Context: an optimization exercise on an open-source flow, tuned for small area, a short achievable clock period and few clock cycles per item. The choices shown serve that exercise and are no tape-out recipe.
Function was checked by simulation only, so behaviour that the tests miss may differ from the original.
Power figures rest on the tool's default switching activity, not on a simulated workload.

### flow/run.sh
#!/bin/bash
# synth_recipe.tcl (not shown) runs the flow's synth.tcl, then flattens the netlist and writes it again
# the make line also repeats each setting of config.mk as NAME=value (left out here)
make -C /OpenROAD-flow-scripts/flow DESIGN_CONFIG=/design/flow/config.mk WORK_HOME=/design/flow/orfs CLKGATE_MAP_FILE= SYNTH_SCRIPT=/design/flow/synth_recipe.tcl finish
### flow/config.mk
export PLATFORM = sky130hd
export DESIGN_NAME = bls_alu
export DESIGN_NICKNAME = bls_alu
export VERILOG_FILES = /design/flow/design.v
export SDC_FILE = /design/flow/constraint.sdc
export NUM_CORES = 4
export LEC_CHECK = 0
export CAP_MARGIN = 20
export CORE_MARGIN = 2
export CORE_UTILIZATION = 40
export SLEW_MARGIN = 20
### flow/constraint.sdc
create_clock -name core_clock -period 10.0 [get_ports {clk}]
set_input_delay 2.0000 -clock core_clock [delete_from_list [all_inputs] [get_ports {clk}]]
set_output_delay 2.0000 -clock core_clock [all_outputs]
set_load 0.01 [all_outputs]
### flow/design.v
module bls_alu #(
    parameter integer N = 32
) (
    input  wire           clk,
    input  wire           rst,       
    input  wire           start,     
    input  wire [2*N+6:0] iw,        
    output wire           ready,
    output reg            done,
    output reg  [N-1:0]   res,
    output reg  [4:0]     flags,     
    output reg  [1:0]     evt,       
    output reg  [7:0]     fault,     
    output reg  [7:0]     finfo
);
    localparam [3:0] OP_ADD = 4'd0, OP_SUB = 4'd1, OP_MUL = 4'd2, OP_DIV = 4'd3,
                     OP_AND = 4'd4, OP_OR  = 4'd5, OP_XOR = 4'd6, OP_NOT = 4'd7,
                     OP_SHL = 4'd8, OP_SHR = 4'd9, OP_ROL = 4'd10, OP_ROR = 4'd11;
    localparam [1:0] S_IDLE = 2'd0, S_EXEC = 2'd1, S_MUL = 2'd2, S_DIV = 2'd3;
    wire         vop = iw[2*N+6];
    wire         va  = iw[2*N+5];
    wire         vb  = iw[2*N+4];
    wire [3:0]   op  = iw[2*N+3:2*N];
    wire [N-1:0] fa  = iw[2*N-1:N];
    wire [N-1:0] fb  = iw[N-1:0];
    reg  [1:0]     state;
    reg  [3:0]     op_r;
    reg  [N-1:0]   a_r;
    reg  [N-1:0]   b_r;
    reg  [2*N-1:0] acc;      
    reg  [2*N-1:0] wa;       
    reg  [N-1:0]   mb;       
    reg  [N-1:0]   dacc;     
    reg  [N-1:0]   dq;       
    reg  [$clog2(N+1)-1:0] cnt;
    assign ready = (state == S_IDLE);
    wire [N:0]   add_full = {1'b0, a_r} + {1'b0, b_r};
    wire [N-1:0] neg_b    = ~b_r + {{(N-1){1'b0}}, 1'b1};
    wire [N:0]   sub_full = {1'b0, a_r} + {1'b0, neg_b};
    wire [N-1:0] sub_d    = sub_full[N-1:0];
    wire         sub_ov   = (a_r[N-1] ^ b_r[N-1]) & ~(sub_d[N-1] ^ b_r[N-1]);
    reg [N-1:0] e_res;
    reg         e_c;
    reg         e_v;
    reg [1:0]   e_evt;
    always @(*) begin
        e_res = {N{1'b0}};
        e_c   = 1'b0;
        e_v   = 1'b0;
        e_evt = 2'd0;
        case (op_r)
            OP_ADD: begin e_res = add_full[N-1:0]; e_c = add_full[N]; end
            OP_SUB: begin e_res = sub_d; e_c = ~sub_full[N]; e_v = sub_ov; end
            OP_AND: e_res = a_r & b_r;
            OP_OR:  e_res = a_r | b_r;
            OP_XOR: e_res = a_r ^ b_r;
            OP_NOT: e_res = ~a_r;
            OP_SHL: begin e_res = {a_r[N-2:0], 1'b0};     e_c = a_r[N-1]; end
            OP_SHR: begin e_res = {1'b0, a_r[N-1:1]};     e_c = a_r[0];   end
            OP_ROL: begin e_res = {a_r[N-2:0], a_r[N-1]}; e_c = a_r[N-1]; end
            OP_ROR: begin e_res = {a_r[0], a_r[N-1:1]};   e_c = a_r[0];   end
            default: e_evt = 2'd1;    
        endcase
    end
    wire [N-1:0] d_shift = {dacc[N-2:0], dq[N-1]};
    wire [N-1:0] d_diff  = d_shift - b_r;
    wire [2*N-1:0] m_sum = acc + wa;
    function [4:0] mkflags(input [N-1:0] r, input c, input v);
        mkflags = {^r, r[N-1], v, c, ~|r};
    endfunction
    always @(posedge clk) begin
        if (rst) begin
            state <= S_IDLE;
            done  <= 1'b0;
            res   <= {N{1'b0}};
            flags <= 5'd0;
            evt   <= 2'd0;
            fault <= 8'd0;
            finfo <= 8'd0;
        end else begin
            done <= 1'b0;
            case (state)
                S_IDLE: begin
                    if (start) begin
                        op_r <= op;
                        a_r  <= fa;
                        b_r  <= (op < OP_NOT) ? fb : {N{1'b0}};
                        if (!vop || !va) begin
                            fault <= 8'h01;
                            finfo <= {6'd0, ~va, ~vop};
                            done  <= 1'b1;
                        end else if (op < OP_NOT && !vb) begin
                            fault <= 8'h02;
                            finfo <= {4'd0, op};
                            done  <= 1'b1;
                        end else if (op == OP_MUL) begin
                            acc   <= {2*N{1'b0}};
                            wa    <= {{N{1'b0}}, fa};
                            mb    <= fb;
                            cnt   <= 0;
                            state <= S_MUL;
                        end else if (op == OP_DIV) begin
                            if (fb == {N{1'b0}}) begin
                                res   <= {N{1'b0}};
                                flags <= 5'b00001;
                                evt   <= 2'd2;
                                fault <= 8'h00;
                                finfo <= 8'h00;
                                done  <= 1'b1;
                            end else begin
                                dacc  <= {N{1'b0}};
                                dq    <= fa;
                                cnt   <= 0;
                                state <= S_DIV;
                            end
                        end else begin
                            state <= S_EXEC;
                        end
                    end
                end
                S_EXEC: begin
                    res   <= e_res;
                    flags <= mkflags(e_res, e_c, e_v);
                    evt   <= e_evt;
                    fault <= 8'h00;
                    finfo <= 8'h00;
                    done  <= 1'b1;
                    state <= S_IDLE;
                end
                S_MUL: begin
                    if (cnt == N) begin
                        res   <= acc[N-1:0];
                        flags <= mkflags(acc[N-1:0], 1'b0, |acc[2*N-1:N]);
                        evt   <= 2'd0;
                        fault <= 8'h00;
                        finfo <= 8'h00;
                        done  <= 1'b1;
                        state <= S_IDLE;
                    end else begin
                        if (mb[0]) acc <= m_sum;
                        wa  <= {wa[2*N-2:0], 1'b0};
                        mb  <= {1'b0, mb[N-1:1]};
                        cnt <= cnt + 1'b1;
                    end
                end
                S_DIV: begin
                    if (cnt == N) begin
                        res   <= dq;
                        flags <= mkflags(dq, 1'b0, 1'b0);
                        evt   <= 2'd0;
                        fault <= 8'h00;
                        finfo <= 8'h00;
                        done  <= 1'b1;
                        state <= S_IDLE;
                    end else begin
                        if (d_diff[N-1]) begin
                            dacc <= d_shift;
                            dq   <= {dq[N-2:0], 1'b0};
                        end else begin
                            dacc <= d_diff;
                            dq   <= {dq[N-2:0], 1'b1};
                        end
                        cnt <= cnt + 1'b1;
                    end
                end
                default: state <= S_IDLE;
            endcase
        end
    end
endmodule
==> results.toml <==
[status]
status = "timing/DRC/antenna clean"

[routing]
m1WireLength_um = 41600
post_drt_wl_per_cell_um = 24.0
ant_nets = 0
wirelength_um = 94400
firstDrtPassIters = 8
remaining_drc_errors = 0
met3_length_um = 7080
drt_iter0_markers = 2590
met2_wirelength_um = 42600
vias = 23200
top_layer_used = "met5"
routed_via_density = 5.92

[global_route]
overflow = 0
antenna_found_initial = 4
grt_max_degree = 69
grt_first_pass_wirelength_um = 141000
globalRouteTotalUtil_pct = 26.3
grt_pass1_vias = 22300

[floorplanning]
rows = 95
die_w_um = 265
ioPinCount = 131
die_h_um = 265
start_util_pct = 40.4
die_area_um2 = 70100
coreArea_um2 = 67300

[cts]
cts_setup_buffers = 0
cts-resized-gates = 0
cts_buffers = 44
cts_tree = "built"
clkTransAtPathRegs_ps = 60
clk_latency_ps = 610
htreeDepth = 2
cts.sinks = 344
hold_buffers = 0
cts_buffer_depth = 3
cts_root_buf = "clkbuf_16"

[timing]
maxSlewViolCount = 0
setup_tns_ps = 0
worst_hold_slack_ps = 455
max_clock_freq_ghz = 0.153
rsz0062_at_grt = "false"
tightest_slew_ps = 1100
finClkSkew_ps = 19.8
maxSlewHeadroom_pct = 26.6
min_period_ps = 6550
finalSetupViolations = 0
hold_viol = 0
fin_crit_sh_pct = 65.5

[layout]
area_growth_pct = 12.8
drive_gt1_share_pct = 8.03
layout_commonest_cell = "edfxtp_1"
final_cell_mix = "edfxtp_1, nand2_1, ha_1"
layout.nets = 3346
num-fill-cells = 6436

[setup_path]
crit_type = "reg -> reg"
crit_top_cell = "xnor2_1"
path_max_fanout = 6
cp_slowest_cell = "nor4_1"
critPathArrivalTime_ps = 7020
critPathCaptureType = "flop"
cp.required_ps = 10480
rrSetupSlack_ps = 3450
slowest_delay_ps = 540
cp-start-kind = "flop"

[synthesis]
synth-async-reset-ratio_pct = 0
syn_inst = 2951
synth_cell_types = 98
synth.cell_area_um2 = 27200
ys.flop_type = "edfxtp_1"
ys_seq_area_share_pct = 36.2
yosys_register_bits = 344
synth_enable_flop_cells = 297
avgSynthCellArea_um2 = 9.22
synth_warnings = 1

[power]
ir_drop_mv = 0.134
power_leakage_uw = 0.0122
p_per_area_nw_per_um2 = 189

[placed_design]
gp_congestion = 0.952
io_buffers = 120
hpwl_um = 72400

[min_path]
holdCritPathClass = "reg -> reg"

[run]
maxCapViolations = 0
[cells by family (layout without fill, tap and decap cells)]
family | count (synthesis) | after routing | share of synthesized area [%]
AND/OR/NAND/NOR | 852 | 852 | 14.8
AO/OA/AOI/OAI | 836 | 836 | 20.8
buffers and inverters | 348 | 438 | 5.11
flip-flops | 344 | 344 | 36.2
adder cells (fa/ha/maj) | 257 | 257 | 11.9
XOR/XNOR | 196 | 196 | 6.39
multiplexers | 117 | 117 | 4.72
other | 1 | 11 | 0.0138
[synthesized netlist by cell type, types with 57 or more instances]
cell | number | area [µm²]
o21ai_0 | 173 | 866
a21o_1 | 108 | 811
and2_1 | 79 | 494
mux2_2 | 80 | 901
a21oi_1 | 203 | 1020
nor2_1 | 207 | 777
clkbuf_1 | 102 | 383
ha_1 | 253 | 3170
edfxtp_1 | 297 | 8920
inv_1 | 199 | 747
xor2_1 | 57 | 499
xnor2_1 | 137 | 1200
nand2_1 | 278 | 1040
[worst max-delay path, delay by kind of cell (launching register included)]
family	cells	cell delay (ps)
compound gates	9	2050
xor+xnor	6	890
fa+ha+maj	2	630
buf+inv	1	110
flops	1	460
simple gates	10	2260
[per-layer routing]
metal | GRT usage, % | vias to the layer above
met4 | 8.21 | 2
met2 | 42.1 | 920
met1 | 36.1 | 11200
li1 | - | 11000
met3 | 4.40 | 144
met5 | 0 | -
[state kept, by name, indices dropped and copies added (netlist names), 4 cells and up]
name / cells
a_r: 32
acc: 64
b_r: 32
cnt: 6
dacc: 31
dq: 32
finfo: 4
flags: 5
mb: 32
op_r: 4
res: 31
wa: 64
[power by group]
part / switching [µW] / total (µW) / internal [µW] / leakage [µW]
combinational: 1400 / 2280 / 878 / 0.00833
sequential: 127 / 1900 / 1770 / 0.00313
clock: 691 / 1620 / 925 / 0.000710
total: 2220 / 5790 / 3570 / 0.0122
[cell type report]
cell class	instances	area, µm²	share of cell area [%]
Inverter	201	754	2.46
Multi-Input combinational cell	2268	16100	52.4
Sequential cell	344	9860	32.1
Antenna cell	1	2.50	0.00815
Clock inverter	21	211	0.689
Clock buffer	60	1230	4.02
Timing Repair Buffer	156	1470	4.78
Tap cell	873	1090	3.56
[through the flow]
step | instance area [µm²] | utilization (%) | worst slack (ps) | instances | power [µW]
global route | 30700 | 45.6 | 3000 | 3923 | 6080
global placement | 29200 | 43.5 | 3600 | 3842 | 4140
CTS | 30700 | 45.6 | 3500 | 3923 | 5800
floorplan | 27200 | - | 1040 | 2960 | 3450
detailed placement | 29200 | 43.5 | 3560 | 3842 | 4160
finish | 30700 | 45.6 | 3450 | 3924 | 5790
[path summary, 6_finish.rpt]
path,from,end,depth (start not counted)
setup reg to reg,b_r[3],flags[4],28
hold / removal,fault[1],fault[1],2
setup / recovery,b_r[3],flags[4],28
hold reg to reg,fault[1],fault[1],2
Testbench counts, summed over its fixed seeds: cycles 11,699, instrs 1,600.

[what the ideal ports hide]
In the flow no input, the clock included, has a driving cell. The finished layout below was timed again as built, in two steps.
Step 1 (the two cells are an assumption about what drives the block):
set clk [get_ports {clk}]
set_driving_cell -lib_cell sky130_fd_sc_hd__clkbuf_16 $clk
set_driving_cell -lib_cell sky130_fd_sc_hd__buf_2 [delete_from_list [all_inputs] $clk]
Step 2 times the ports against the registers' clock, not the clock port: input delays grow and output delays shrink by t, the midpoint of the rising clock arrivals with the driver on.
Slacks: ideal / step 1 / step 2; pairs: ideal / step 1.
shift t [ns]: 0.667
setup WS [ns]: 3.455 / 3.455 / 3.455
hold WS [ns]: 0.455 / 0.455 / 0.455
worst register clock-pin slew, ns: 0.06 / 0.06
pins driven straight from the clock port: 1
After both steps setup and hold are still met in this run. The setup slack of this run moves by 0.000 ns with the drivers and by 0.000 ns with both steps.
